What follows belongs to an exercise in optimizing a design on an open flow for small area; a production flow would make more cautious choices. RTL that was checked went through simulation tests only; none was proved equivalent to the original. Only the layout flow was run in run 2; the RTL was not checked for function there.

File: config.mk
export PLATFORM = sky130hd
export DESIGN_NAME = biquad_chain
export DESIGN_NICKNAME = biquad_chain
export VERILOG_FILES = /design/flow/design.v
export SDC_FILE = /design/flow/constraint.sdc
export NUM_CORES = 4
export LEC_CHECK = 0
export ABC_AREA = 1
export CAP_MARGIN = 20
export CORE_MARGIN = 2
export CORE_UTILIZATION = 40
export SLEW_MARGIN = 20
File: constraint.sdc
create_clock -name core_clock -period 22.0 [get_ports {clk}]
set_input_delay 4.4000 -clock core_clock [delete_from_list [all_inputs] [get_ports {clk}]]
set_output_delay 4.4000 -clock core_clock [all_outputs]
set_load 0.01 [all_outputs]
File: design.v
module biquad_chain (
    input  wire        clk,
    input  wire        rst,
    input  wire        cfg_we,
    input  wire [3:0]  cfg_addr,
    input  wire [17:0] cfg_data,
    input  wire        in_valid,
    output wire        in_ready,
    input  wire [15:0] in_l,
    input  wire [15:0] in_r,
    output wire        out_valid,
    input  wire        out_ready,
    output wire [15:0] out_l,
    output wire [15:0] out_r
);
    reg  [5:0] ph;
    reg        active;       
    reg        fresh;        
    reg        ov;
    assign in_ready  = (ph == 6'd63) && (!ov || out_ready);
    assign out_valid = ov;
    wire accept = in_valid && in_ready;
    function [1:0] dig;
        input [5:0] p;
        begin
            if (p >= 6'd56)      dig = (p == 6'd56) ? 2'd0 : (p == 6'd57) ? 2'd1 : 2'd2;
            else if (p >= 6'd49) dig = 2'd0;
            else                 dig = (p - 6'd1) % 3;
        end
    endfunction
    wire [1:0] di = dig(ph);
    reg [17:0] cr [0:15];
    function [3:0] slot_of;
        input [3:0] a;
        case (a)
            4'd0: slot_of = 4'd0;   4'd1: slot_of = 4'd3;   4'd2: slot_of = 4'd9;
            4'd3: slot_of = 4'd6;   4'd4: slot_of = 4'd12;  4'd5: slot_of = 4'd1;
            4'd6: slot_of = 4'd4;   4'd7: slot_of = 4'd10;  4'd8: slot_of = 4'd7;
            4'd9: slot_of = 4'd13;  4'd10: slot_of = 4'd15; 4'd11: slot_of = 4'd2;
            4'd12: slot_of = 4'd11; 4'd13: slot_of = 4'd5;  4'd14: slot_of = 4'd14;
            default: slot_of = 4'd8;
        endcase
    endfunction
    wire [3:0] wpos = slot_of(cfg_addr) - ph[3:0] - 4'd1;
    wire [17:0] wdat  = cfg_data & {18{~rst}};
    wire [17:0] wdat1 = wdat | {3'd0, rst, 14'd0};
    genvar gp;
    generate
        for (gp = 0; gp < 16; gp = gp + 1) begin : g_ring
            wire wsel = rst || (cfg_we && wpos == gp);
            always @(posedge clk) begin
                if (wsel)
                    cr[gp] <= (gp == 0 || gp == 1 || gp == 15 || gp == 8) ? wdat1 : wdat;
                else
                    cr[gp] <= cr[(gp + 1) % 16];
            end
        end
    endgenerate
    wire [5:0] cdig = (di == 2'd0) ? cr[0][5:0] : (di == 2'd1) ? cr[15][11:6] : cr[14][17:12];
    reg [15:0] ra, rb, rc;
    reg [16:0] v;
    reg [1:0] xs, ys;
    reg       sb;
    wire [5:0] pn = ph + 6'd1;
    always @(*) begin
        xs = 2'd0; ys = 2'd0; sb = 1'b0;
        if (pn >= 6'd1 && pn < 6'd16) begin             
            case ((pn - 6'd1) / 3)
                0, 1, 3: begin xs = 2'd1; ys = 2'd2; sb = 1'b1; end    
                default: begin ys = 2'd3; sb = 1'b1; end              
            endcase
        end else if (pn >= 6'd16 && pn < 6'd31) begin   
            case ((pn - 6'd16) / 3)
                0, 1, 3: begin xs = 2'd1; end                         
                default: begin ys = 2'd2; sb = 1'b1; end              
            endcase
        end else if (pn >= 6'd31 && pn < 6'd49) begin
            case ((pn - 6'd31) / 3)
                0, 1, 4: begin ys = 2'd3; end                         
                2, 5:    begin ys = 2'd1; sb = 1'b1; end              
                default: begin xs = 2'd1; ys = 2'd2; end              
            endcase
        end else begin
            xs = 2'd2; ys = 2'd1; sb = 1'b1;                          
        end
    end
    wire [16:0] xo = (xs == 2'd1) ? {ra[15], ra} : (xs == 2'd2) ? {rb[15], rb} : 17'd0;
    wire [16:0] yo = (ys == 2'd1) ? {ra[15], ra} : (ys == 2'd2) ? {rb[15], rb} :
                     (ys == 2'd3) ? {rc[15], rc} : 17'd0;
    wire [16:0] yx = yo ^ {17{sb}};
    wire [17:0] oc;
    wire [16:0] vn;
    assign oc[0] = sb;
    genvar gb;
    generate
        for (gb = 0; gb < 17; gb = gb + 1) begin : g_opadd
            assign vn[gb]   = xo[gb] ^ yx[gb] ^ oc[gb];
            assign oc[gb+1] = (xo[gb] & yx[gb]) | (xo[gb] & oc[gb]) | (yx[gb] & oc[gb]);
        end
    endgenerate
    reg  [29:0] acc;
    reg  [17:0] lo;
    reg  [34:0] z1f [0:2];
    reg  [33:0] z2f [0:2];
    wire [35:0] res = {acc[17:0], lo};        
    reg [2:0] ss;
    always @(*) begin
        ss = 3'd0;
        if (di == 2'd0) begin
            if (ph >= 6'd1 && ph < 6'd31) begin
                case ((ph - 6'd1) % 15 / 3)
                    0: ss = 3'd1;
                    1: ss = 3'd2;
                    3: ss = 3'd4;
                    default: ss = 3'd3;
                endcase
            end else if (ph >= 6'd31 && ph < 6'd49) begin
                case ((ph - 6'd31) / 3)
                    0: ss = 3'd1;
                    1: ss = 3'd2;
                    3, 4: ss = 3'd4;
                    default: ss = 3'd3;
                endcase
            end else begin
                ss = 3'd4;
            end
            if (fresh && (ss == 3'd1 || ss == 3'd2)) ss = 3'd4;
        end
    end
    wire [35:0] src = (ss == 3'd0) ? {{6{acc[29]}}, acc} :
                      (ss == 3'd1) ? {z1f[0][34], z1f[0]} :
                      (ss == 3'd2) ? {{2{z2f[0][33]}}, z2f[0]} :
                      (ss == 3'd3) ? res : 36'd8192;
    wire [35:0] sum;
    bq_mac u_mac (.src(src), .v(v), .d(cdig), .n(di == 2'd2), .s(sum));
    wire        ovf = !(&acc[17:11] || !(|acc[17:11]));
    wire [15:0] ysat = ovf ? (acc[17] ? 16'h8000 : 16'h7fff) : {acc[11:0], lo[17:14]};
    wire [16:0] ic;
    wire [15:0] isum;
    assign ic[0] = 1'b0;
    generate
        for (gb = 0; gb < 16; gb = gb + 1) begin : g_inadd
            assign isum[gb]  = in_l[gb] ^ in_r[gb] ^ ic[gb];
            assign ic[gb+1]  = (in_l[gb] & in_r[gb]) | (in_l[gb] & ic[gb]) | (in_r[gb] & ic[gb]);
        end
    endgenerate
    wire [15:0] mid = {in_l[15] ^ in_r[15] ^ ic[16], isum[15:1]};
    reg [15:0] ol, orr;
    assign out_l = ol;
    assign out_r = orr;
    always @(posedge clk) begin
        acc <= sum[35:6];
        lo  <= {sum[5:0], lo[17:6]};
        v   <= vn;
    end
    always @(posedge clk) begin
        if (rst) begin
            ph     <= 6'd0;
            active <= 1'b0;
            fresh  <= 1'b1;
            ov     <= 1'b0;
        end else begin
            ph <= ph + 6'd1;
            if (ov && out_ready)
                ov <= 1'b0;
            if (accept)
                active <= 1'b1;
            if (active && ph == 6'd59) begin
                active <= 1'b0;
                fresh  <= 1'b0;
                ov     <= 1'b1;
            end
        end
    end
    always @(posedge clk) begin
        if (accept) begin
            ra <= mid;
            rb <= in_r;
        end
        if (active) begin
            case (ph)
                6'd4:  rc  <= ysat;             
                6'd19: rb  <= ysat;             
                6'd34: ra  <= ysat;             
                6'd43: ol  <= ysat;
                6'd59: orr <= ysat;
                default: ;
            endcase
        end
    end
    wire push1 = active && (ph == 6'd10 || ph == 6'd25 || ph == 6'd40);
    wire push2 = active && (ph == 6'd16 || ph == 6'd31 || ph == 6'd49);
    always @(posedge clk) begin
        if (push1) begin
            z1f[0] <= z1f[1];
            z1f[1] <= z1f[2];
            z1f[2] <= res[34:0];
        end
        if (push2) begin
            z2f[0] <= z2f[1];
            z2f[1] <= z2f[2];
            z2f[2] <= res[33:0];
        end
    end
endmodule
module bq_mac (
    input  wire [35:0] src,
    input  wire [16:0] v,
    input  wire [5:0]  d,
    input  wire        n,
    output wire [35:0] s
);
    wire p1 = (d[0] & v[0]);
    wire p2 = (d[0] & v[1]);
    wire p3 = (d[0] & v[2]);
    wire p4 = (d[0] & v[3]);
    wire p5 = (d[0] & v[4]);
    wire p6 = (d[0] & v[5]);
    wire p7 = (d[0] & v[6]);
    wire p8 = (d[0] & v[7]);
    wire p9 = (d[0] & v[8]);
    wire p10 = (d[0] & v[9]);
    wire p11 = (d[0] & v[10]);
    wire p12 = (d[0] & v[11]);
    wire p13 = (d[0] & v[12]);
    wire p14 = (d[0] & v[13]);
    wire p15 = (d[0] & v[14]);
    wire p16 = (d[0] & v[15]);
    wire p17 = ~(d[0] & v[16]);
    wire p18 = (d[1] & v[0]);
    wire p19 = (d[1] & v[1]);
    wire p20 = (d[1] & v[2]);
    wire p21 = (d[1] & v[3]);
    wire p22 = (d[1] & v[4]);
    wire p23 = (d[1] & v[5]);
    wire p24 = (d[1] & v[6]);
    wire p25 = (d[1] & v[7]);
    wire p26 = (d[1] & v[8]);
    wire p27 = (d[1] & v[9]);
    wire p28 = (d[1] & v[10]);
    wire p29 = (d[1] & v[11]);
    wire p30 = (d[1] & v[12]);
    wire p31 = (d[1] & v[13]);
    wire p32 = (d[1] & v[14]);
    wire p33 = (d[1] & v[15]);
    wire p34 = ~(d[1] & v[16]);
    wire p35 = (d[2] & v[0]);
    wire p36 = (d[2] & v[1]);
    wire p37 = (d[2] & v[2]);
    wire p38 = (d[2] & v[3]);
    wire p39 = (d[2] & v[4]);
    wire p40 = (d[2] & v[5]);
    wire p41 = (d[2] & v[6]);
    wire p42 = (d[2] & v[7]);
    wire p43 = (d[2] & v[8]);
    wire p44 = (d[2] & v[9]);
    wire p45 = (d[2] & v[10]);
    wire p46 = (d[2] & v[11]);
    wire p47 = (d[2] & v[12]);
    wire p48 = (d[2] & v[13]);
    wire p49 = (d[2] & v[14]);
    wire p50 = (d[2] & v[15]);
    wire p51 = ~(d[2] & v[16]);
    wire p52 = (d[3] & v[0]);
    wire p53 = (d[3] & v[1]);
    wire p54 = (d[3] & v[2]);
    wire p55 = (d[3] & v[3]);
    wire p56 = (d[3] & v[4]);
    wire p57 = (d[3] & v[5]);
    wire p58 = (d[3] & v[6]);
    wire p59 = (d[3] & v[7]);
    wire p60 = (d[3] & v[8]);
    wire p61 = (d[3] & v[9]);
    wire p62 = (d[3] & v[10]);
    wire p63 = (d[3] & v[11]);
    wire p64 = (d[3] & v[12]);
    wire p65 = (d[3] & v[13]);
    wire p66 = (d[3] & v[14]);
    wire p67 = (d[3] & v[15]);
    wire p68 = ~(d[3] & v[16]);
    wire p69 = (d[4] & v[0]);
    wire p70 = (d[4] & v[1]);
    wire p71 = (d[4] & v[2]);
    wire p72 = (d[4] & v[3]);
    wire p73 = (d[4] & v[4]);
    wire p74 = (d[4] & v[5]);
    wire p75 = (d[4] & v[6]);
    wire p76 = (d[4] & v[7]);
    wire p77 = (d[4] & v[8]);
    wire p78 = (d[4] & v[9]);
    wire p79 = (d[4] & v[10]);
    wire p80 = (d[4] & v[11]);
    wire p81 = (d[4] & v[12]);
    wire p82 = (d[4] & v[13]);
    wire p83 = (d[4] & v[14]);
    wire p84 = (d[4] & v[15]);
    wire p85 = ~(d[4] & v[16]);
    wire p86 = ((d[5] & v[0]) ^ n);
    wire p87 = ((d[5] & v[1]) ^ n);
    wire p88 = ((d[5] & v[2]) ^ n);
    wire p89 = ((d[5] & v[3]) ^ n);
    wire p90 = ((d[5] & v[4]) ^ n);
    wire p91 = ((d[5] & v[5]) ^ n);
    wire p92 = ((d[5] & v[6]) ^ n);
    wire p93 = ((d[5] & v[7]) ^ n);
    wire p94 = ((d[5] & v[8]) ^ n);
    wire p95 = ((d[5] & v[9]) ^ n);
    wire p96 = ((d[5] & v[10]) ^ n);
    wire p97 = ((d[5] & v[11]) ^ n);
    wire p98 = ((d[5] & v[12]) ^ n);
    wire p99 = ((d[5] & v[13]) ^ n);
    wire p100 = ((d[5] & v[14]) ^ n);
    wire p101 = ((d[5] & v[15]) ^ n);
    wire p102 = (~(d[5] & v[16]) ^ n);
    wire s103 = src[5] ^ p6 ^ p22;
    wire c104 = (src[5] & p6) | (src[5] & p22) | (p6 & p22);
    wire s105 = src[6] ^ p7 ^ p23;
    wire c106 = (src[6] & p7) | (src[6] & p23) | (p7 & p23);
    wire s107 = src[7] ^ p8 ^ p24;
    wire c108 = (src[7] & p8) | (src[7] & p24) | (p8 & p24);
    wire s109 = src[8] ^ p9 ^ p25;
    wire c110 = (src[8] & p9) | (src[8] & p25) | (p9 & p25);
    wire s111 = src[9] ^ p10 ^ p26;
    wire c112 = (src[9] & p10) | (src[9] & p26) | (p10 & p26);
    wire s113 = src[10] ^ p11 ^ p27;
    wire c114 = (src[10] & p11) | (src[10] & p27) | (p11 & p27);
    wire s115 = src[11] ^ p12 ^ p28;
    wire c116 = (src[11] & p12) | (src[11] & p28) | (p12 & p28);
    wire s117 = src[12] ^ p13 ^ p29;
    wire c118 = (src[12] & p13) | (src[12] & p29) | (p13 & p29);
    wire s119 = src[13] ^ p14 ^ p30;
    wire c120 = (src[13] & p14) | (src[13] & p30) | (p14 & p30);
    wire s121 = src[14] ^ p15 ^ p31;
    wire c122 = (src[14] & p15) | (src[14] & p31) | (p15 & p31);
    wire s123 = src[15] ^ p16 ^ p32;
    wire c124 = (src[15] & p16) | (src[15] & p32) | (p16 & p32);
    wire s125 = src[16] ^ p17 ^ p33;
    wire c126 = (src[16] & p17) | (src[16] & p33) | (p17 & p33);
    wire s127 = p49 ^ p65;
    wire c128 = p49 & p65;
    wire s129 = src[17] ^ p34 ^ p50;
    wire c130 = (src[17] & p34) | (src[17] & p50) | (p34 & p50);
    wire s131 = src[3] ^ p4;
    wire c132 = src[3] & p4;
    wire s133 = src[4] ^ p5 ^ p21;
    wire c134 = (src[4] & p5) | (src[4] & p21) | (p5 & p21);
    wire s135 = p37 ^ p53;
    wire c136 = p37 & p53;
    wire s137 = p38 ^ p54 ^ p70;
    wire c138 = (p38 & p54) | (p38 & p70) | (p54 & p70);
    wire s139 = p86 ^ n ^ s103;
    wire c140 = (p86 & n) | (p86 & s103) | (n & s103);
    wire s141 = p39 ^ p55 ^ p71;
    wire c142 = (p39 & p55) | (p39 & p71) | (p55 & p71);
    wire s143 = p87 ^ s105 ^ c104;
    wire c144 = (p87 & s105) | (p87 & c104) | (s105 & c104);
    wire s145 = p40 ^ p56 ^ p72;
    wire c146 = (p40 & p56) | (p40 & p72) | (p56 & p72);
    wire s147 = p88 ^ s107 ^ c106;
    wire c148 = (p88 & s107) | (p88 & c106) | (s107 & c106);
    wire s149 = p41 ^ p57 ^ p73;
    wire c150 = (p41 & p57) | (p41 & p73) | (p57 & p73);
    wire s151 = p89 ^ s109 ^ c108;
    wire c152 = (p89 & s109) | (p89 & c108) | (s109 & c108);
    wire s153 = p42 ^ p58 ^ p74;
    wire c154 = (p42 & p58) | (p42 & p74) | (p58 & p74);
    wire s155 = p90 ^ s111 ^ c110;
    wire c156 = (p90 & s111) | (p90 & c110) | (s111 & c110);
    wire s157 = p43 ^ p59 ^ p75;
    wire c158 = (p43 & p59) | (p43 & p75) | (p59 & p75);
    wire s159 = p91 ^ s113 ^ c112;
    wire c160 = (p91 & s113) | (p91 & c112) | (s113 & c112);
    wire s161 = p44 ^ p60 ^ p76;
    wire c162 = (p44 & p60) | (p44 & p76) | (p60 & p76);
    wire s163 = p92 ^ s115 ^ c114;
    wire c164 = (p92 & s115) | (p92 & c114) | (s115 & c114);
    wire s165 = p45 ^ p61 ^ p77;
    wire c166 = (p45 & p61) | (p45 & p77) | (p61 & p77);
    wire s167 = p93 ^ s117 ^ c116;
    wire c168 = (p93 & s117) | (p93 & c116) | (s117 & c116);
    wire s169 = p46 ^ p62 ^ p78;
    wire c170 = (p46 & p62) | (p46 & p78) | (p62 & p78);
    wire s171 = p94 ^ s119 ^ c118;
    wire c172 = (p94 & s119) | (p94 & c118) | (s119 & c118);
    wire s173 = p47 ^ p63 ^ p79;
    wire c174 = (p47 & p63) | (p47 & p79) | (p63 & p79);
    wire s175 = p95 ^ s121 ^ c120;
    wire c176 = (p95 & s121) | (p95 & c120) | (s121 & c120);
    wire s177 = p48 ^ p64 ^ p80;
    wire c178 = (p48 & p64) | (p48 & p80) | (p64 & p80);
    wire s179 = p96 ^ s123 ^ c122;
    wire c180 = (p96 & s123) | (p96 & c122) | (s123 & c122);
    wire s181 = p81 ^ p97 ^ s125;
    wire c182 = (p81 & p97) | (p81 & s125) | (p97 & s125);
    wire s183 = ~(s127 ^ c124);
    wire c184 = s127 | c124;
    wire s185 = p66 ^ p82 ^ p98;
    wire c186 = (p66 & p82) | (p66 & p98) | (p82 & p98);
    wire s187 = s129 ^ c126 ^ c128;
    wire c188 = (s129 & c126) | (s129 & c128) | (c126 & c128);
    wire s189 = src[18] ^ p51 ^ p67;
    wire c190 = (src[18] & p51) | (src[18] & p67) | (p51 & p67);
    wire s191 = p83 ^ p99 ^ c130;
    wire c192 = (p83 & p99) | (p83 & c130) | (p99 & c130);
    wire s193 = src[19] ^ p68 ^ p84;
    wire c194 = (src[19] & p68) | (src[19] & p84) | (p68 & p84);
    wire s195 = src[2] ^ p3;
    wire c196 = src[2] & p3;
    wire s197 = p20 ^ p36 ^ p52;
    wire c198 = (p20 & p36) | (p20 & p52) | (p36 & p52);
    wire s199 = p69 ^ s133 ^ s135;
    wire c200 = (p69 & s133) | (p69 & s135) | (s133 & s135);
    wire s201 = s137 ^ s139 ^ c134;
    wire c202 = (s137 & s139) | (s137 & c134) | (s139 & c134);
    wire s203 = s141 ^ s143 ^ c138;
    wire c204 = (s141 & s143) | (s141 & c138) | (s143 & c138);
    wire s205 = s145 ^ s147 ^ c142;
    wire c206 = (s145 & s147) | (s145 & c142) | (s147 & c142);
    wire s207 = s149 ^ s151 ^ c146;
    wire c208 = (s149 & s151) | (s149 & c146) | (s151 & c146);
    wire s209 = s153 ^ s155 ^ c150;
    wire c210 = (s153 & s155) | (s153 & c150) | (s155 & c150);
    wire s211 = s157 ^ s159 ^ c154;
    wire c212 = (s157 & s159) | (s157 & c154) | (s159 & c154);
    wire s213 = s161 ^ s163 ^ c158;
    wire c214 = (s161 & s163) | (s161 & c158) | (s163 & c158);
    wire s215 = s165 ^ s167 ^ c162;
    wire c216 = (s165 & s167) | (s165 & c162) | (s167 & c162);
    wire s217 = s169 ^ s171 ^ c166;
    wire c218 = (s169 & s171) | (s169 & c166) | (s171 & c166);
    wire s219 = s173 ^ s175 ^ c170;
    wire c220 = (s173 & s175) | (s173 & c170) | (s175 & c170);
    wire s221 = s177 ^ s179 ^ c174;
    wire c222 = (s177 & s179) | (s177 & c174) | (s179 & c174);
    wire s223 = s181 ^ s183 ^ c178;
    wire c224 = (s181 & s183) | (s181 & c178) | (s183 & c178);
    wire s225 = s185 ^ s187 ^ c182;
    wire c226 = (s185 & s187) | (s185 & c182) | (s187 & c182);
    wire s227 = s189 ^ s191 ^ c186;
    wire c228 = (s189 & s191) | (s189 & c186) | (s191 & c186);
    wire s229 = p100 ^ s193 ^ c190;
    wire c230 = (p100 & s193) | (p100 & c190) | (s193 & c190);
    wire s231 = src[20] ^ p85 ^ p101;
    wire c232 = (src[20] & p85) | (src[20] & p101) | (p85 & p101);
    wire s233 = src[1] ^ p2;
    wire c234 = src[1] & p2;
    wire s235 = p19 ^ p35 ^ s195;
    wire c236 = (p19 & p35) | (p19 & s195) | (p35 & s195);
    wire s237 = s131 ^ s197 ^ c196;
    wire c238 = (s131 & s197) | (s131 & c196) | (s197 & c196);
    wire s239 = c132 ^ s199 ^ c198;
    wire c240 = (c132 & s199) | (c132 & c198) | (s199 & c198);
    wire s241 = c136 ^ s201 ^ c200;
    wire c242 = (c136 & s201) | (c136 & c200) | (s201 & c200);
    wire s243 = c140 ^ s203 ^ c202;
    wire c244 = (c140 & s203) | (c140 & c202) | (s203 & c202);
    wire s245 = c144 ^ s205 ^ c204;
    wire c246 = (c144 & s205) | (c144 & c204) | (s205 & c204);
    wire s247 = c148 ^ s207 ^ c206;
    wire c248 = (c148 & s207) | (c148 & c206) | (s207 & c206);
    wire s249 = c152 ^ s209 ^ c208;
    wire c250 = (c152 & s209) | (c152 & c208) | (s209 & c208);
    wire s251 = c156 ^ s211 ^ c210;
    wire c252 = (c156 & s211) | (c156 & c210) | (s211 & c210);
    wire s253 = c160 ^ s213 ^ c212;
    wire c254 = (c160 & s213) | (c160 & c212) | (s213 & c212);
    wire s255 = c164 ^ s215 ^ c214;
    wire c256 = (c164 & s215) | (c164 & c214) | (s215 & c214);
    wire s257 = c168 ^ s217 ^ c216;
    wire c258 = (c168 & s217) | (c168 & c216) | (s217 & c216);
    wire s259 = c172 ^ s219 ^ c218;
    wire c260 = (c172 & s219) | (c172 & c218) | (s219 & c218);
    wire s261 = c176 ^ s221 ^ c220;
    wire c262 = (c176 & s221) | (c176 & c220) | (s221 & c220);
    wire s263 = c180 ^ s223 ^ c222;
    wire c264 = (c180 & s223) | (c180 & c222) | (s223 & c222);
    wire s265 = c184 ^ s225 ^ c224;
    wire c266 = (c184 & s225) | (c184 & c224) | (s225 & c224);
    wire s267 = c188 ^ s227 ^ c226;
    wire c268 = (c188 & s227) | (c188 & c226) | (s227 & c226);
    wire s269 = c192 ^ s229 ^ c228;
    wire c270 = (c192 & s229) | (c192 & c228) | (s229 & c228);
    wire s271 = c194 ^ s231 ^ c230;
    wire c272 = (c194 & s231) | (c194 & c230) | (s231 & c230);
    wire s273 = src[21] ^ p102 ^ c232;
    wire c274 = (src[21] & p102) | (src[21] & c232) | (p102 & c232);
    wire s275 = ~src[22];
    wire s276 = ~src[23];
    wire s277 = ~src[24];
    wire s278 = ~src[25];
    wire s279 = ~src[26];
    wire s280 = ~src[27];
    wire s281 = ~src[28];
    wire s282 = ~src[29];
    wire s283 = ~src[30];
    wire s284 = ~src[31];
    wire s285 = ~src[32];
    wire s286 = ~src[33];
    wire s287 = ~src[34];
    wire s288 = ~src[35];
    wire s289 = src[0] ^ p1;
    wire c290 = src[0] & p1;
    wire s291 = p18 ^ s233 ^ c290;
    wire c292 = (p18 & s233) | (p18 & c290) | (s233 & c290);
    wire s293 = s235 ^ c234 ^ c292;
    wire c294 = (s235 & c234) | (s235 & c292) | (c234 & c292);
    wire s295 = s237 ^ c236 ^ c294;
    wire c296 = (s237 & c236) | (s237 & c294) | (c236 & c294);
    wire s297 = s239 ^ c238 ^ c296;
    wire c298 = (s239 & c238) | (s239 & c296) | (c238 & c296);
    wire s299 = s241 ^ c240 ^ c298;
    wire c300 = (s241 & c240) | (s241 & c298) | (c240 & c298);
    wire s301 = s243 ^ c242 ^ c300;
    wire c302 = (s243 & c242) | (s243 & c300) | (c242 & c300);
    wire s303 = s245 ^ c244 ^ c302;
    wire c304 = (s245 & c244) | (s245 & c302) | (c244 & c302);
    wire s305 = s247 ^ c246 ^ c304;
    wire c306 = (s247 & c246) | (s247 & c304) | (c246 & c304);
    wire s307 = s249 ^ c248 ^ c306;
    wire c308 = (s249 & c248) | (s249 & c306) | (c248 & c306);
    wire s309 = s251 ^ c250 ^ c308;
    wire c310 = (s251 & c250) | (s251 & c308) | (c250 & c308);
    wire s311 = s253 ^ c252 ^ c310;
    wire c312 = (s253 & c252) | (s253 & c310) | (c252 & c310);
    wire s313 = s255 ^ c254 ^ c312;
    wire c314 = (s255 & c254) | (s255 & c312) | (c254 & c312);
    wire s315 = s257 ^ c256 ^ c314;
    wire c316 = (s257 & c256) | (s257 & c314) | (c256 & c314);
    wire s317 = s259 ^ c258 ^ c316;
    wire c318 = (s259 & c258) | (s259 & c316) | (c258 & c316);
    wire s319 = s261 ^ c260 ^ c318;
    wire c320 = (s261 & c260) | (s261 & c318) | (c260 & c318);
    wire s321 = s263 ^ c262 ^ c320;
    wire c322 = (s263 & c262) | (s263 & c320) | (c262 & c320);
    wire s323 = s265 ^ c264 ^ c322;
    wire c324 = (s265 & c264) | (s265 & c322) | (c264 & c322);
    wire s325 = s267 ^ c266 ^ c324;
    wire c326 = (s267 & c266) | (s267 & c324) | (c266 & c324);
    wire s327 = s269 ^ c268 ^ c326;
    wire c328 = (s269 & c268) | (s269 & c326) | (c268 & c326);
    wire s329 = s271 ^ c270 ^ c328;
    wire c330 = (s271 & c270) | (s271 & c328) | (c270 & c328);
    wire s331 = s273 ^ c272 ^ c330;
    wire c332 = (s273 & c272) | (s273 & c330) | (c272 & c330);
    wire s333 = s275 ^ c274 ^ c332;
    wire c334 = (s275 & c274) | (s275 & c332) | (c274 & c332);
    wire s335 = s276 ^ src[22] ^ c334;
    wire c336 = (s276 & src[22]) | (s276 & c334) | (src[22] & c334);
    wire s337 = s277 ^ src[23] ^ c336;
    wire c338 = (s277 & src[23]) | (s277 & c336) | (src[23] & c336);
    wire s339 = s278 ^ src[24] ^ c338;
    wire c340 = (s278 & src[24]) | (s278 & c338) | (src[24] & c338);
    wire s341 = s279 ^ src[25] ^ c340;
    wire c342 = (s279 & src[25]) | (s279 & c340) | (src[25] & c340);
    wire s343 = s280 ^ src[26] ^ c342;
    wire c344 = (s280 & src[26]) | (s280 & c342) | (src[26] & c342);
    wire s345 = s281 ^ src[27] ^ c344;
    wire c346 = (s281 & src[27]) | (s281 & c344) | (src[27] & c344);
    wire s347 = s282 ^ src[28] ^ c346;
    wire c348 = (s282 & src[28]) | (s282 & c346) | (src[28] & c346);
    wire s349 = s283 ^ src[29] ^ c348;
    wire c350 = (s283 & src[29]) | (s283 & c348) | (src[29] & c348);
    wire s351 = s284 ^ src[30] ^ c350;
    wire c352 = (s284 & src[30]) | (s284 & c350) | (src[30] & c350);
    wire s353 = s285 ^ src[31] ^ c352;
    wire c354 = (s285 & src[31]) | (s285 & c352) | (src[31] & c352);
    wire s355 = s286 ^ src[32] ^ c354;
    wire c356 = (s286 & src[32]) | (s286 & c354) | (src[32] & c354);
    wire s357 = s287 ^ src[33] ^ c356;
    wire c358 = (s287 & src[33]) | (s287 & c356) | (src[33] & c356);
    wire s359 = s288 ^ src[34] ^ c358;
    wire c360 = (s288 & src[34]) | (s288 & c358) | (src[34] & c358);
    assign s[0] = s289;
    assign s[1] = s291;
    assign s[2] = s293;
    assign s[3] = s295;
    assign s[4] = s297;
    assign s[5] = s299;
    assign s[6] = s301;
    assign s[7] = s303;
    assign s[8] = s305;
    assign s[9] = s307;
    assign s[10] = s309;
    assign s[11] = s311;
    assign s[12] = s313;
    assign s[13] = s315;
    assign s[14] = s317;
    assign s[15] = s319;
    assign s[16] = s321;
    assign s[17] = s323;
    assign s[18] = s325;
    assign s[19] = s327;
    assign s[20] = s329;
    assign s[21] = s331;
    assign s[22] = s333;
    assign s[23] = s335;
    assign s[24] = s337;
    assign s[25] = s339;
    assign s[26] = s341;
    assign s[27] = s343;
    assign s[28] = s345;
    assign s[29] = s347;
    assign s[30] = s349;
    assign s[31] = s351;
    assign s[32] = s353;
    assign s[33] = s355;
    assign s[34] = s357;
    assign s[35] = s359;
endmodule
File: run.sh
#!/bin/bash
# synth_recipe.tcl (not shown) runs the flow's synth.tcl, then flattens the netlist and writes it again
# the make line also repeats each setting of config.mk as NAME=value (left out here)
make -C /OpenROAD-flow-scripts/flow DESIGN_CONFIG=/design/flow/config.mk WORK_HOME=/design/flow/orfs CLKGATE_MAP_FILE= SYNTH_SCRIPT=/design/flow/synth_recipe.tcl finish
==> results.sh, run 1 <==
export IMPL_status="timing/DRC/antenna clean"
export IMPL_synth_ff_type="dfxtp_1"
export IMPL_post_route_min_period_ns=20.79
export IMPL_critPathRequiredTime_ns=22.49
export IMPL_synth_cell_types=60
export IMPL_die_y_um=276.2
export IMPL_clk_pin_slew_ns=0.06
export IMPL_setup_tns_ns=0
export IMPL_crit_path_top_delay_cell="fa_1"
export IMPL_min_path_type="flip-flop to flip-flop"
export IMPL_cts_tree="built"
export IMPL_max_stage_delay_ns=0.57
export IMPL_core_area_mm2=0.07321
export IMPL_wire_per_inst_um=17.29
export IMPL_hold_viol=0
export IMPL_dp_hpwl_mm=49.65
export IMPL_clock_path_buffers=3
export IMPL_critPathMaxFanout=30
export IMPL_fin_nets=3387
export IMPL_hold_end="z1f[0][18]$_DFFE_PP_"
export IMPL_worstSetupStartpointType="flip-flop"
export IMPL_num_rows=99
export IMPL_cts_hold_buffers=0
export IMPL_grt_pass1_vias=20040
export IMPL_io_pins=93
export IMPL_min_delay_start="z1f[1][18]$_DFFE_PP_"
export IMPL_worst_slew_pin_slew_ns=1.108
export IMPL_synth_edff_count=255
export IMPL_synth_area_top_cells="dfxtp_1, edfxtp_1, fa_1"
export IMPL_place_ws_ns=0.6813
export IMPL_postCtsSetupBuffers=0
export IMPL_topRoutingLayerUsed="met4"
export IMPL_areaGrowthSynthToFinish_pct=13.91
export IMPL_hold_depth=0
export IMPL_postSynthAreaPerCell_um2=9.627
export IMPL_syn_inst=3079
export IMPL_drive_gt1_share_pct=9.023
export IMPL_crit_arrival_ns=21.28
export IMPL_finalCritPeriodShare_pct=94.50
export IMPL_die_area_mm2=0.07630
export IMPL_synth_most_common_cell="nand2_1"
export IMPL_multi_input_area_mm2=0.01221
export IMPL_critPathKind="flip-flop to flip-flop"
export IMPL_clock_latency_ns=0.62
export IMPL_worstSetupEndpointType="flip-flop"
export IMPL_htree_levels=3
export IMPL_synth_warnings=4
export IMPL_timing_final_ws_setup_ns=1.210
export IMPL_synth_seq_cells=649
export IMPL_slew_viol_final=0
export IMPL_route_met3_wl_mm=4.189
export IMPL_setup_viol=0
export IMPL_initial_core_util_pct=40.49
export IMPL_drc=0
export IMPL_fin_worst_skew_ns=0.03105
export IMPL_relSlewSlack_pct=25.36
export IMPL_seqCellArea_mm2=0.01555
export IMPL_cpMostUsedCell="fa_1"
export IMPL_synth_commonest_cells="nand2_1, dfxtp_1, o21ai_0"
export IMPL_via_per_inst=5.055
export IMPL_port_buffers=92
export IMPL_die_w_um=276.2
export IMPL_clock_root_buffer="clkbuf_16"
export IMPL_holdWs_ns=0.3932
export IMPL_max_freq_mhz=48.10
export IMPL_dr_pass1_iters=6
export IMPL_ant_nets=0
export IMPL_cts_sinks=649
export IMPL_grt_ovfl_total=0
export IMPL_seq_area_frac_synth_pct=52.44
export IMPL_grt_max_degree=88
export IMPL_worstReg2RegEnd="acc[29]$_DFF_P_"
export IMPL_synth_top_cell_by_area="dfxtp_1"
export IMPL_gp_congestion=0.8950
export IMPL_rr_worst_depth=91
export IMPL_fill_cells=6912
export IMPL_antenna_found_initial=1
export IMPL_vias=20990
export IMPL_met2_length_mm=31.96
export IMPL_grt_usage_pct=18.81
export IMPL_ys_async_sr_fraction_pct=0
export IMPL_wl_met1_mm=34.30
export IMPL_r2r_start="ph[0]$_SDFF_PP0_"
export IMPL_grt_pass1_wl_mm=114.1
export IMPL_drtIter0Drc=1702
export IMPL_maxCapViolations=0
export IMPL_rsz0062_at_grt="no"
export IMPL_cts_resized=0
export IMPL_numCtsBuffers=69
export IMPL_wirelength_mm=71.79
export IMPL_synth_top_area_share_pct=26.61
export IMPL_r2r_setup_slack_ns=1.21
export IMPL_syn_cell_area_mm2=0.02964
==> state kept, by name, indices dropped and copies added, names as in the netlist <==
name and cells:
rb 16, ph 6, v 17, active 1, ra 16, fresh 1, orr 16, rc 16
ov 1, ol 16, z1f 105, lo 18, acc 30, cr 288, z2f 102
==> layout by cell type (no fill, tap or decap), types with 17 or more instances in the layout <==
master,count
nand2_1,584
dfxtp_1,393
o21ai_0,327
inv_1,322
nand3_1,264
edfxtp_1,255
nor2_1,185
fa_1,146
clkdlybuf4s50_1,92
clkbuf_16,71
nand4_1,66
ha_1,43
xor2_1,34
a21oi_1,31
o21ai_1,30
nand2_2,29
buf_4,28
inv_2,24
a31oi_1,20
mux2_2,18
o2111ai_1,17
clkbuf_1,17
==> logic make-up (layout without fill, tap and decap cells) <==
logic type	count (synthesis)	after routing	synth area share (%)
other cells	1	9	0.01265
compound gates	477	477	8.949
mux	18	18	0.6838
simple gates	1213	1213	18.49
fa+ha+maj	189	189	11.68
xor+xnor	37	37	1.119
buf+inv	495	601	6.631
flops	649	649	52.44
==> worst max-delay path by stage <==
stage | start | endpoint | depth (start not counted)
floorplan | ph[0]$_SDFF_PP0_ | acc[29]$_DFF_P_ | 97
global placement | ph[0]$_SDFF_PP0_ | acc[29]$_DFF_P_ | 91
detailed placement | ph[0]$_SDFF_PP0_ | acc[29]$_DFF_P_ | 91
CTS | ph[0]$_SDFF_PP0_ | acc[29]$_DFF_P_ | 91
global route | ph[1]$_SDFF_PP0_ | acc[29]$_DFF_P_ | 96
finish | ph[0]$_SDFF_PP0_ | acc[29]$_DFF_P_ | 91
==> worst max-delay path, delay by kind of cell, from the launching register on <==
kind                     cells  cell delay, ns
AO/OA/AOI/OAI                5            0.84
buffers and inverters       15            1.58
adder cells (fa/ha/maj)     39           14.28
flip-flops                   1            0.53
AND/OR/NAND/NOR             32            3.39
==> through the flow <==
stage | instances | util (%) | area [µm²]
final | 4152 | 46.12 | 33760
after detailed placement | 4020 | 42.88 | 31390
after CTS | 4144 | 45.96 | 33650
after floorplan | 3086 | - | 29670
after global placement | 4020 | 42.88 | 31390
after global routing | 4151 | 46.12 | 33760
==> metal layers <==
layer / vias to the layer above / global-route usage, %
met4: 0 / 5.016
met1: 10060 / 26.96
met5: - / 0
met2: 517 / 29.14
li1: 10320 / -
met3: 90 / 3.642
==> layout make-up <==
class                   instances  area share (%)
flip-flops and latches        649           46.04
multi-input cells            1942           36.17
clock buffers                  97           5.818
inverters                     351           3.946
repair buffers                126           3.606
well taps                     959           3.554
clock inverters                27          0.8597
diodes                          1        0.007411
==> run 2, diff against run 1 <==
==> design.v (replaced) <==
module biquad_chain (
    input  wire        clk,
    input  wire        rst,
    input  wire        cfg_we,
    input  wire [3:0]  cfg_addr,
    input  wire [17:0] cfg_data,
    input  wire        in_valid,
    output wire        in_ready,
    input  wire [15:0] in_l,
    input  wire [15:0] in_r,
    output wire        out_valid,
    input  wire        out_ready,
    output wire [15:0] out_l,
    output wire [15:0] out_r
);
    wire signed [17:0] coef [0:15];
    genvar gi;
    generate
        for (gi = 0; gi < 16; gi = gi + 1) begin : g_coef
            localparam [17:0] RESET_VAL = ((gi % 5 == 0) || (gi == 15)) ? 18'd16384 : 18'd0;
            reg [17:0] r;
            always @(posedge clk) begin
                if (rst)
                    r <= RESET_VAL;
                else if (cfg_we && cfg_addr == gi)
                    r <= cfg_data;
            end
            assign coef[gi] = r;
        end
    endgenerate
    reg        busy;
    reg [4:0]  step;
    reg        ov;
    reg signed [15:0] m, s, y;
    reg signed [39:0] t;
    reg signed [39:0] z1 [0:2];
    reg signed [39:0] z2 [0:2];
    reg [15:0] ol, orr;
    assign in_ready  = !busy && (!ov || out_ready);
    assign out_valid = ov;
    assign out_l     = ol;
    assign out_r     = orr;
    wire [1:0] k = (step < 5'd5) ? 2'd0 : (step < 5'd10) ? 2'd1 : 2'd2;
    wire [2:0] j = step - {k, 2'b00} - {3'b000, k};    
    wire signed [15:0] x = (k == 2'd0) ? m : s;
    wire signed [16:0] dsum  = $signed({m[15], m}) + $signed({s[15], s});
    wire signed [16:0] ddiff = $signed({m[15], m}) - $signed({s[15], s});
    reg  [3:0]         csel;
    reg  signed [16:0] opb;
    always @(*) begin
        csel = 4'd15;
        opb  = dsum;
        if (step < 5'd15) begin
            case (j)
                3'd0:    begin csel = 4'd5 * k + 4'd0; opb = {x[15], x}; end
                3'd1:    begin csel = 4'd5 * k + 4'd1; opb = {x[15], x}; end
                3'd2:    begin csel = 4'd5 * k + 4'd3; opb = {y[15], y}; end
                3'd3:    begin csel = 4'd5 * k + 4'd2; opb = {x[15], x}; end
                default: begin csel = 4'd5 * k + 4'd4; opb = {y[15], y}; end
            endcase
        end else if (step == 5'd16) begin
            opb = ddiff;
        end
    end
    wire signed [17:0] opa  = coef[csel];
    wire signed [34:0] prod = opa * opb;
    wire signed [39:0] prod40 = {{5{prod[34]}}, prod};
    wire signed [39:0] acc   = prod40 + z1[k];
    wire signed [39:0] acc_r = acc + 40'sd8192;
    wire signed [25:0] yw    = acc_r[39:14];
    wire signed [15:0] ysat  = (yw > 26'sd32767) ? 16'sh7fff : (yw < -26'sd32768) ? 16'sh8000 : yw[15:0];
    wire signed [34:0] prod_r = prod + 35'sd8192;
    wire signed [20:0] dw     = prod_r[34:14];
    wire signed [15:0] dsat   = (dw > 21'sd32767) ? 16'sh7fff : (dw < -21'sd32768) ? 16'sh8000 : dw[15:0];
    wire signed [16:0] sum_lr  = $signed({in_l[15], in_l}) + $signed({in_r[15], in_r});
    wire signed [16:0] diff_lr = $signed({in_l[15], in_l}) - $signed({in_r[15], in_r});
    integer i;
    always @(posedge clk) begin
        if (rst) begin
            busy <= 1'b0;
            step <= 5'd0;
            ov   <= 1'b0;
            for (i = 0; i < 3; i = i + 1) begin
                z1[i] <= 40'sd0;
                z2[i] <= 40'sd0;
            end
        end else begin
            if (ov && out_ready)
                ov <= 1'b0;
            if (!busy) begin
                if (in_valid && in_ready) begin
                    m    <= sum_lr[16:1];
                    s    <= diff_lr[16:1];
                    busy <= 1'b1;
                    step <= 5'd0;
                end
            end else begin
                step <= step + 5'd1;
                if (step < 5'd15) begin
                    case (j)
                        3'd0: y     <= ysat;
                        3'd1: t     <= z2[k] + prod40;
                        3'd2: z1[k] <= t - prod40;
                        3'd3: t     <= prod40;
                        default: begin
                            z2[k] <= t - prod40;
                            if (k == 2'd0) m <= y;
                            else           s <= y;
                        end
                    endcase
                end else if (step == 5'd15) begin
                    ol <= dsat;
                end else begin
                    orr  <= dsat;
                    ov   <= 1'b1;
                    busy <= 1'b0;
                end
            end
        end
    end
endmodule
--- a/config.mk
+++ b/config.mk
@@ -6,5 +6,4 @@
 export NUM_CORES = 4
 export LEC_CHECK = 0
-export ABC_AREA = 1
 export CAP_MARGIN = 20
 export CORE_MARGIN = 2
==> run 2 against run 1 <==
- count of clock-buffer cells in the layout down 1
- first-iteration DRC count up 130%
- setup slack improved by 3.6 ns
- register-to-register slack better by 3.6 ns
- hold slack improved by 0.059 ns
- non-clock buffer count increased by 48
- clock skew up 0.019 ns
==> results.sh, run 2 <==
export IMPL_status="timing/DRC/antenna clean"
export IMPL_initial_core_util_pct=40.30
export IMPL_largest_register="g_coef.r"
export IMPL_drive_gt1_share_pct=5.924
export IMPL_cts_sinks=655
export IMPL_die_y_um=346.2
export IMPL_synth_cell_types=107
export IMPL_critPathRequiredTime_ns=22.41
export IMPL_dp_hpwl_mm=106.1
export IMPL_drtIter0Drc=3915
export IMPL_fin_area_mm2=0.05222
export IMPL_busiest_layer="met2"
export IMPL_antenna_cells=0
export IMPL_synth_ff_type="edfxtp_1"
export IMPL_syn_inst=5324
export IMPL_antenna_found_initial=3
export IMPL_synthAdderAreaFrac_pct=20.95
export IMPL_grt_pass1_vias=38180
export IMPL_htree_levels=3
export IMPL_place_ws_ns=5.110
export IMPL_syn_cell_area_mm2=0.04683
export IMPL_synth_top_area_share_pct=23.08
export IMPL_synth_most_common_cell="nand2_1"
export IMPL_synth_top_cell_by_area="edfxtp_1"
export IMPL_synth_xor_area_share_pct=3.944
export IMPL_dr_pass1_iters=5
export IMPL_reg_top3="g_coef.r x288, z1 x120, z2 x120"
export IMPL_grt_ovfl_total=0
export IMPL_relSlewSlack_pct=21.47
export IMPL_wirelength_mm=148.9
export IMPL_synth_edff_count=360
export IMPL_cpMostUsedCell="fa_1"
export IMPL_cts_resized=0
export IMPL_postSynthAreaPerCell_um2=8.796
export IMPL_setup_viol=0
export IMPL_finalCritPeriodShare_pct=78.03
export IMPL_maxCapViolations=0
export IMPL_cts_hold_buffers=0
export IMPL_rsz0062_at_grt="no"
export IMPL_holdWs_ns=0.4524
export IMPL_hold_viol=0
export IMPL_gp_congestion=0.9345
export IMPL_synth_top_family_by_area="adder cells"
export IMPL_min_path_type="flip-flop to flip-flop"
export IMPL_clock_latency_ns=0.70
export IMPL_postCtsSetupBuffers=0
export IMPL_grtUsageMet2_pct=39.76
export IMPL_post_route_min_period_ns=17.17
export IMPL_grt_max_degree=114
export IMPL_grt_pass1_wl_mm=228.8
export IMPL_worstSetupStartpointType="flip-flop"
export IMPL_die_w_um=346.2
export IMPL_place_area_mm2=0.04944
export IMPL_final_common_cell="nand2_1"
export IMPL_worstSetupEndpointType="flip-flop"
export IMPL_seq_area_frac_synth_pct=35.70
export IMPL_met1_usage_pct=34.09
export IMPL_fin_nets=5957
export IMPL_clock_path_buffers=3
export IMPL_critPathMaxFanout=45
export IMPL_synth_warnings=1
export IMPL_slew_viol_final=0
export IMPL_largest_reg_flops=288
export IMPL_crit_arrival_ns=17.58
export IMPL_io_pins=93
export IMPL_synth_compound_area_share_pct=15.82
export IMPL_timing_final_ws_setup_ns=4.833
export IMPL_cts_tree="built"
export IMPL_drc=0
export IMPL_wire_per_inst_um=21.61
export IMPL_worst_slew_pin_slew_ns=1.175
export IMPL_die_area_mm2=0.1198
export IMPL_via_per_inst=5.600
export IMPL_numCtsBuffers=76
export IMPL_max_freq_mhz=58.25
export IMPL_synth_area_top_cells="edfxtp_1, fa_1, dfxtp_1"
export IMPL_grt_usage_pct=24.66
export IMPL_dp_cells=6755
export IMPL_port_buffers=92
export IMPL_synth_area_mux_share_pct=0.3500
export IMPL_final_core_util_pct=44.94
export IMPL_clock_root_buffer="clkbuf_16"
export IMPL_ys_async_sr_fraction_pct=0
export IMPL_ant_nets=0
export IMPL_num_rows=125
export IMPL_met3_usage_pct=3.728
export IMPL_crit_path_top_delay_cell="a2111oi_0"
export IMPL_max_stage_delay_ns=0.86
export IMPL_synth_commonest_cells="nand2_1, nor2_1, inv_1"
export IMPL_core_area_mm2=0.1162
export IMPL_most_common_layout_cells="nand2_1, nor2_1, inv_1"
export IMPL_synth_seq_cells=655
export IMPL_instances_no_fill=6892
export IMPL_vias=38600
export IMPL_areaGrowthSynthToFinish_pct=11.52
export IMPL_clk_pin_slew_ns=0.06
export IMPL_critPathKind="flip-flop to flip-flop"
export IMPL_fin_worst_skew_ns=0.05053
export IMPL_post_synth_and_or_nand_nor_area_fraction_pct=17.01
export IMPL_setup_tns_ns=0
==> run 2: worst max-delay path: cells and delay by family (launching register included) <==
kind / cells / cell delay, ns
AO/OA/AOI/OAI: 27 / 6.98
XOR/XNOR: 2 / 0.85
AND/OR/NAND/NOR: 9 / 2.10
buffers and inverters: 8 / 1.23
adder cells (fa/ha/maj): 12 / 5.06
flip-flops: 1 / 0.42
multiplexers: 1 / 0.21
==> run 2: cell families after synthesis <==
group                    count (synthesis)
adder cells (fa/ha/maj)                594
multiplexers                            16
XOR/XNOR                               210
flip-flops                             655
AO/OA/AOI/OAI                         1177
AND/OR/NAND/NOR                       1906
buffers and inverters                  766
==> run 2: final cells by class <==
class | count | area, µm²
Clock inverter | 40 | 636.9
Multi-Input combinational cell | 3903 | 27440
Timing Repair Buffer | 174 | 1548
Clock buffer | 96 | 2097
Fill cell | 11260 | 63980
Tap cell | 1524 | 1907
Sequential cell | 655 | 16720
Inverter | 500 | 1877
==> run 2: metal layers <==
layer / vias up / wire length (µm)
met4: 0 / 4531
li1: 17880 / -
met2: 1463 / 68810
met1: 19010 / 64860
met3: 247 / 10730
met5: - / 0
==> run 2: path summary, 6_finish.rpt <==
kind                            slack (ns)  cells after the start                   startpoint                          end
worst max-delay path                  4.83                     59         step[1]$_SDFFE_PP0P_              t[38]$_DFFE_PP_
worst min register to register        0.45                      2  g_coef[7].r[0]$_SDFFE_PP0P_  g_coef[7].r[0]$_SDFFE_PP0P_
worst min-delay path                  0.45                      2  g_coef[7].r[0]$_SDFFE_PP0P_  g_coef[7].r[0]$_SDFFE_PP0P_
worst max register to register        4.83                     59         step[1]$_SDFFE_PP0P_              t[38]$_DFFE_PP_

[re-timing with driven ports]
No port has a modelled driver above. Below, the same layouts with a new extraction and two added sets of constraints. Step 1, drivers: a clkbuf_16 drives clk and a buf_2 each remaining input, both assumed. Step 2, shift: input delay + t, output delay - t, t = (earliest + latest rising clock arrival at the registers) / 2. This alone moves slack from input paths to output paths. Three values: ideal, step 1, step 2; two values: the first two.
run	shift t [ns]	setup slack, ns	worst setup path at the end
run 1	0.663	1.210 / 1.210 / 1.210	register to register
run 2	0.734	4.833 / 4.833 / 4.833	register to register
After both steps every run listed still meets setup and hold.
